This design comes from an exercise in tuning for small area, a short achievable clock period and few clock cycles on the open sky130 flow, not from production work.
Where RTL was checked, it was by simulation tests only, not by an equivalence proof against the original.
No activity file was given, so power comes from the tool's default toggle rates.

## the reference run
==> flow/design.v <==
module arith_core #(parameter N = 32) (
    input  wire         clk,
    input  wire         rst,
    input  wire         start,
    input  wire [4:0]   cmd,
    input  wire [N-1:0] a_in,
    input  wire [N-1:0] b_in,
    output reg          busy,
    output reg          done,
    output reg  [1:0]   status,
    output wire [N-1:0] res_hi,
    output wire [N-1:0] res_lo,
    output reg  [3:0]   flags
);
    localparam W = 37;                  
    localparam [1:0] ST_OK = 2'd0, ST_DIV0 = 2'd1, ST_ILLEGAL = 2'd2;
    reg [31:0] A;
    reg [32:0] H;
    reg [31:0] L;
    reg        qm1;
    reg [5:0]  cnt;         
    reg [4:0]  sk;          
    reg [4:0]  cmd_r;
    reg        a31;
    reg        b31s;        
    reg        sa_r;        
    reg        qnz;         
    reg        first;       
    reg op_booth, op_corr, op_add, op_negl, op_fixr;
    reg r_step, r_sh8, r_sh2;   
    reg dv0;                    
    reg ge8_r, ge2_r;           
    wire op_sh8  = r_sh8 | (dv0 & ge8_r);
    wire op_sh2  = r_sh2 | (dv0 & ~ge8_r & ge2_r);
    wire op_step = r_step | (dv0 & ~ge2_r);
    wire x_step  = r_step | dv0;
    assign res_hi = H[31:0];
    assign res_lo = L;
    wire s       = cmd_r[4];
    wire is_add  = cmd_r[3:1] == 3'b000;
    wire sub     = cmd_r[0];
    wire is_mul  = cmd_r[3:2] == 2'b01;
    wire is_div  = cmd_r[3:1] == 3'b100;
    wire illegal = ~(is_add | is_mul | is_div);
    wire sa      = sa_r;
    wire sb      = b31s;
    wire corr    = ~s & a31;
    wire a_zero  = A == 32'd0;
    reg ye, ys, yi, ze, zs, zi;
    wire e = b31s;
    wire [W-1:0] aext = ys ? {e, e, e, e, A, 1'b0} : {e, e, e, e, e, A};
    wire [W-1:0] y    = ye ? (aext ^ {W{yi}}) : {W{1'b0}};
    wire ycin = ye & yi;
    wire [W-1:0] zext = zs ? {e, e, A, 3'b000} : {e, e, e, A, 2'b00};
    wire [W-1:0] z    = ze ? (zext ^ {W{zi}}) : {W{1'b0}};
    wire zcin = ze & zi;
    function [2:0] booth;           
        input [2:0] bd;
        booth = {~((bd == 3'b000) | (bd == 3'b111)), (bd == 3'b011) | (bd == 3'b100), bd[2]};
    endfunction
    wire [W-1:0] hext = {{4{H[32]}}, H};
    wire [W-1:0] x = (op_booth | op_corr | op_fixr) ? (hext ^ {W{op_fixr & sa}}) :
                     x_step                         ? {{3{H[32]}}, H, L[31]} :
                                                      {5'b00000, L ^ {32{op_negl}}};
    wire [W-1:0] cs_s = x ^ y ^ z;
    wire [W-1:0] cs_c = {(x[W-2:0] & y[W-2:0]) | (x[W-2:0] & z[W-2:0]) | (y[W-2:0] & z[W-2:0]),
                         op_booth ? zcin : ycin};
    wire cpa_cin = op_booth ? ycin : (op_negl | (op_fixr & sa));
    wire [W:0] sm1 = {cs_s, 1'b1} + {cs_c, cpa_cin};
    wire [W-1:0] sm = sm1[W:1];
    wire neg = sm[W-1];
    wire [32:0] h_n = op_booth                      ? sm[36:4] :
                      (op_corr | op_step | op_fixr) ? sm[32:0] :
                      op_sh8                        ? {1'b0, H[23:0], L[31:24]} :
                      op_sh2                        ? {1'b0, H[30:0], L[31:30]} :
                      op_add                        ? 33'd0 : H;
    wire [31:0] l_n = op_booth                      ? {sm[3:0], L[31:4]} :
                      op_step                       ? {L[30:0], ~neg} :
                      op_sh8                        ? {L[23:0], 8'd0} :
                      op_sh2                        ? {L[29:0], 2'd0} :
                      (op_add | op_negl)            ? sm[31:0] : L;
    wire qbit = op_step & ~neg;
    wire [31:0] dd = sb ? ~A : A;
    reg  [4:0]  m;
    integer i;
    always @* begin
        m = 5'd0;
        for (i = 1; i < 32; i = i + 1)
            if (dd[i]) m = i[4:0];
    end
    wire [5:0] cnt_n = cnt + (op_sh8 ? 6'd8 : op_sh2 ? 6'd2 : (op_step | op_booth) ? 6'd1 : 6'd0);
    wire [4:0] sk_n  = (first ? m : sk) - (op_sh8 ? 5'd8 : op_sh2 ? 5'd2 : 5'd0);
    wire div_more = (op_negl & first) | ((op_sh8 | op_sh2 | op_step) & (cnt_n != 6'd32));
    wire div_end  = op_step & (cnt_n == 6'd32);
    wire mul_last = op_booth & (cnt == 6'd7);
    wire early  = first & (illegal | is_add | (is_div & a_zero));
    wire finish = early
                | (mul_last & ~corr)
                | op_corr
                | (div_end & ~neg & ~sa & ~sb)
                | (op_fixr & ~(sa ^ sb))
                | (op_negl & ~first);
    wire add_c  = sm[32] ^ e ^ sub;
    wire [31:0] zp = x[31:0] ^ y[31:0];
    wire [31:0] zc = {x[30:0] | y[30:0], sub};
    wire add_z = &(zp ~^ zc);
    wire [3:0] add_flags = {add_z, s & sm[31],
                            x[31] ^ y[31] ^ sm[31] ^ add_c, add_c};
    wire qnz_n = qnz | qbit;
    wire [3:0] div_flags = {~qnz_n, s & l_n[31], sa & sb & l_n[31], 1'b0};
    wire mul_z = a_zero | (L == 32'd0);
    wire [3:0] mul_flags = {mul_z, s & (A[31] ^ L[31]) & ~mul_z, 2'b00};
    wire in_mul = cmd[3:2] == 2'b01;
    wire in_add = cmd[3:1] == 3'b000;
    wire in_div = cmd[3:1] == 3'b100;
    wire in_sa  = cmd[4] & a_in[31];
    wire in_sb  = cmd[4] & b_in[31];
    wire in_ge8 = in_sb ? ~&b_in[31:8] : |b_in[31:8];
    wire in_ge2 = in_sb ? ~&b_in[31:2] : |b_in[31:2];
    wire in_dv  = in_div & ~in_sa;
    wire [2:0] in_b0 = booth({a_in[1], a_in[0], 1'b0});
    wire [2:0] in_b1 = booth({a_in[3], a_in[2], a_in[1]});
    wire [2:0] in_y  = in_mul ? in_b0 :
                       in_add ? {2'b10, cmd[0]} :
                       in_dv ? {2'b10, ~in_sb} : 3'b000;
    wire [2:0] in_z  = in_mul ? in_b1 : 3'b000;
    wire nx_booth = op_booth & ~mul_last;
    wire nx_corr  = mul_last & corr;
    wire nx_step  = div_more & (sk_n < 5'd2);
    wire nx_fixr  = div_end & (neg | sa);
    wire rsign_n  = op_step & neg;       
    wire [2:0] nb0 = booth({L[5], L[4], L[3]});
    wire [2:0] nb1 = booth({L[7], L[6], L[5]});
    wire [2:0] nx_y = nx_booth ? nb0 :
                      nx_corr  ? 3'b100 :
                      nx_step  ? {2'b10, ~rsign_n ^ sb} :
                      nx_fixr  ? {neg, 1'b0, sa ^ sb} : 3'b000;
    wire [2:0] nx_z = nx_booth ? nb1 : 3'b000;
    wire accept = ~busy & start;
    always @(posedge clk) begin
        if (rst) begin
            busy <= 1'b0;
            done <= 1'b0;
        end else if (accept) begin
            busy <= 1'b1;
            done <= 1'b0;
        end else if (busy & finish) begin
            busy <= 1'b0;
            done <= 1'b1;
        end
    end
    always @(posedge clk) begin
        if (accept) begin
            A     <= b_in;
            L     <= a_in;
            H     <= 33'd0;
            qm1   <= 1'b0;
            cnt   <= 6'd0;
            cmd_r <= cmd;
            a31   <= a_in[31];
            b31s  <= in_sb;
            sa_r  <= in_sa;
            qnz   <= 1'b0;
            first <= 1'b1;
            op_booth <= in_mul;
            op_corr  <= 1'b0;
            op_add   <= in_add;
            op_negl  <= in_div & in_sa;
            r_sh8    <= 1'b0;
            r_sh2    <= 1'b0;
            r_step   <= 1'b0;
            dv0      <= in_dv;
            ge8_r    <= in_ge8;
            ge2_r    <= in_ge2;
            op_fixr  <= 1'b0;
            {ye, ys, yi} <= in_y;
            {ze, zs, zi} <= in_z;
        end else if (busy) begin
            H     <= h_n;
            L     <= l_n;
            qm1   <= op_booth ? L[3] : qm1;
            cnt   <= cnt_n;
            sk    <= sk_n;
            qnz   <= qnz_n;
            first <= 1'b0;
            op_booth <= op_booth & ~mul_last;
            op_corr  <= mul_last & corr;
            op_add   <= 1'b0;
            op_negl  <= (div_end & ~neg & ~sa & sb) | (op_fixr & (sa ^ sb));
            r_sh8    <= div_more & (sk_n >= 5'd8);
            r_sh2    <= div_more & (sk_n < 5'd8) & (sk_n >= 5'd2);
            r_step   <= div_more & (sk_n < 5'd2);
            dv0      <= 1'b0;
            op_fixr  <= div_end & (neg | sa);
            {ye, ys, yi} <= nx_y;
            {ze, zs, zi} <= nx_z;
        end
    end
    always @(posedge clk) begin
        if (busy & first & is_mul)
            flags <= mul_flags;
        else if (busy & finish & is_add)
            flags <= add_flags;
        else if (busy & finish & is_div)
            flags <= div_flags;
        if (busy & finish)
            status <= illegal ? ST_ILLEGAL : (early & is_div) ? ST_DIV0 : ST_OK;
    end
endmodule
clock: 20.0 ns
lec_check: 0
cap_margin: 20
core_margin: 2
core_utilization: 60
slew_margin: 20
standard.sh (not shown) runs the stock make flow with config.mk's settings and CLKGATE_MAP_FILE= SYNTH_SCRIPT=/design/flow/synth_recipe.tcl, a recipe that flattens the netlist after the stock synthesis.
==> flow/flow/run.sh <==
#!/bin/bash
# Standard layout, with two changes to how it is made:
#  - timing repair is asked to reach 5.2 ns paths (a setup margin on the
#    unchanged 20 ns constraint);
#  - every input and output port still gets its own buffer, but a buf_1
#    instead of the larger cell buffer_ports picks by default.
# Every tool's log stays under orfs/logs; make's own output goes to
# flow_make.log.
set -euo pipefail
bash standard.sh SETUP_SLACK_MARGIN=14.8 \
  "BUFFER_PORTS_ARGS=-buffer_cell sky130_fd_sc_hd__buf_1" finish > flow_make.log 2>&1
The reference run ended with every stage complete and zero timing, DRC or antenna violations.
Testbench counts of the reference run, summed over its fixed seeds: cycles 74,844.
What the trial run does differently from the reference run at the input level:
-- flow/design.v --
<<< the reference run, line 152
    always @(posedge clk) begin
        if (accept) begin
            A     <= b_in;
            L     <= a_in;
            H     <= 33'd0;
            qm1   <= 1'b0;
            cnt   <= 6'd0;
>>> the trial run, line 152
    always @(posedge clk) begin
        if (accept) begin
            L     <= a_in;
            H     <= 33'd0;
        end else if (busy) begin
            H     <= h_n;
            L     <= l_n;
        end
    end
    always @(posedge clk) begin
        if (~busy) begin
            A     <= b_in;
            qm1   <= 1'b0;
            cnt   <= 6'd0;
<<< the reference run, line 176
            {ye, ys, yi} <= in_y;
            {ze, zs, zi} <= in_z;
        end else if (busy) begin
            H     <= h_n;
            L     <= l_n;
            qm1   <= op_booth ? L[3] : qm1;
            cnt   <= cnt_n;
>>> the trial run, line 183
            {ye, ys, yi} <= in_y;
            {ze, zs, zi} <= in_z;
        end else begin
            qm1   <= op_booth ? L[3] : qm1;
            cnt   <= cnt_n;
==> results.txt <==
- Relative contribution of the clock network to total power: the trial run higher than the reference run
- Capture point of the critical path = res_hi[7]: the reference run; capture point of the critical path = res_lo[13]: the trial run
- Summary of the trial run over the reference run: area of the mapped netlist flat, combinational fraction of design power down 14 points, post-synthesis compound-gate area fraction down 0.76 points, setup slack down 11 ps.
- ~same endpoint arrival time on the critical path in the trial run and the reference run
- Diff the trial run..the reference run | number of port buffers | unchanged
- In the flow results for the trial run and the reference run, the worst supply voltage drop on vdd is larger on the reference run.
- Row wire length of the first global-routing pass: the trial run higher / the reference run lower
- On die width, the trial run and the reference run are neck and neck.
- Compared with the reference run, wire length in the trial run increased by a few percent.
- Comparing the trial run and the reference run, the higher clock network power was measured on the reference run.
For the trial run, only the layout was checked, not whether the RTL still works.

what the ideal ports hide:
How much do the figures lean on ideal ports? The routed layouts below were timed once more, with nothing changed but the port constraints. Step 1, drivers: a clkbuf_16 drives clk and a buf_2 each remaining input, both assumed. Step 2, shift: input delay + t, output delay - t, t = (earliest + latest rising clock arrival at the registers) / 2. This alone moves slack from input paths to output paths. Three values: no drivers, after step 1, after step 2; two values: the first two.
run | t (ns) | setup WS [ns] | clock arrival spread, ns
the reference run | 0.474 | 14.807 / 14.755 / 14.408 | 0.020 / 0.020
the trial run | 0.483 | 14.797 / 14.745 / 14.388 | 0.015 / 0.016
After both steps setup and hold are still met in every run listed. For the trial run, which loses most, drivers alone change the setup slack by -0.052 ns; drivers and shift together by -0.409 ns.
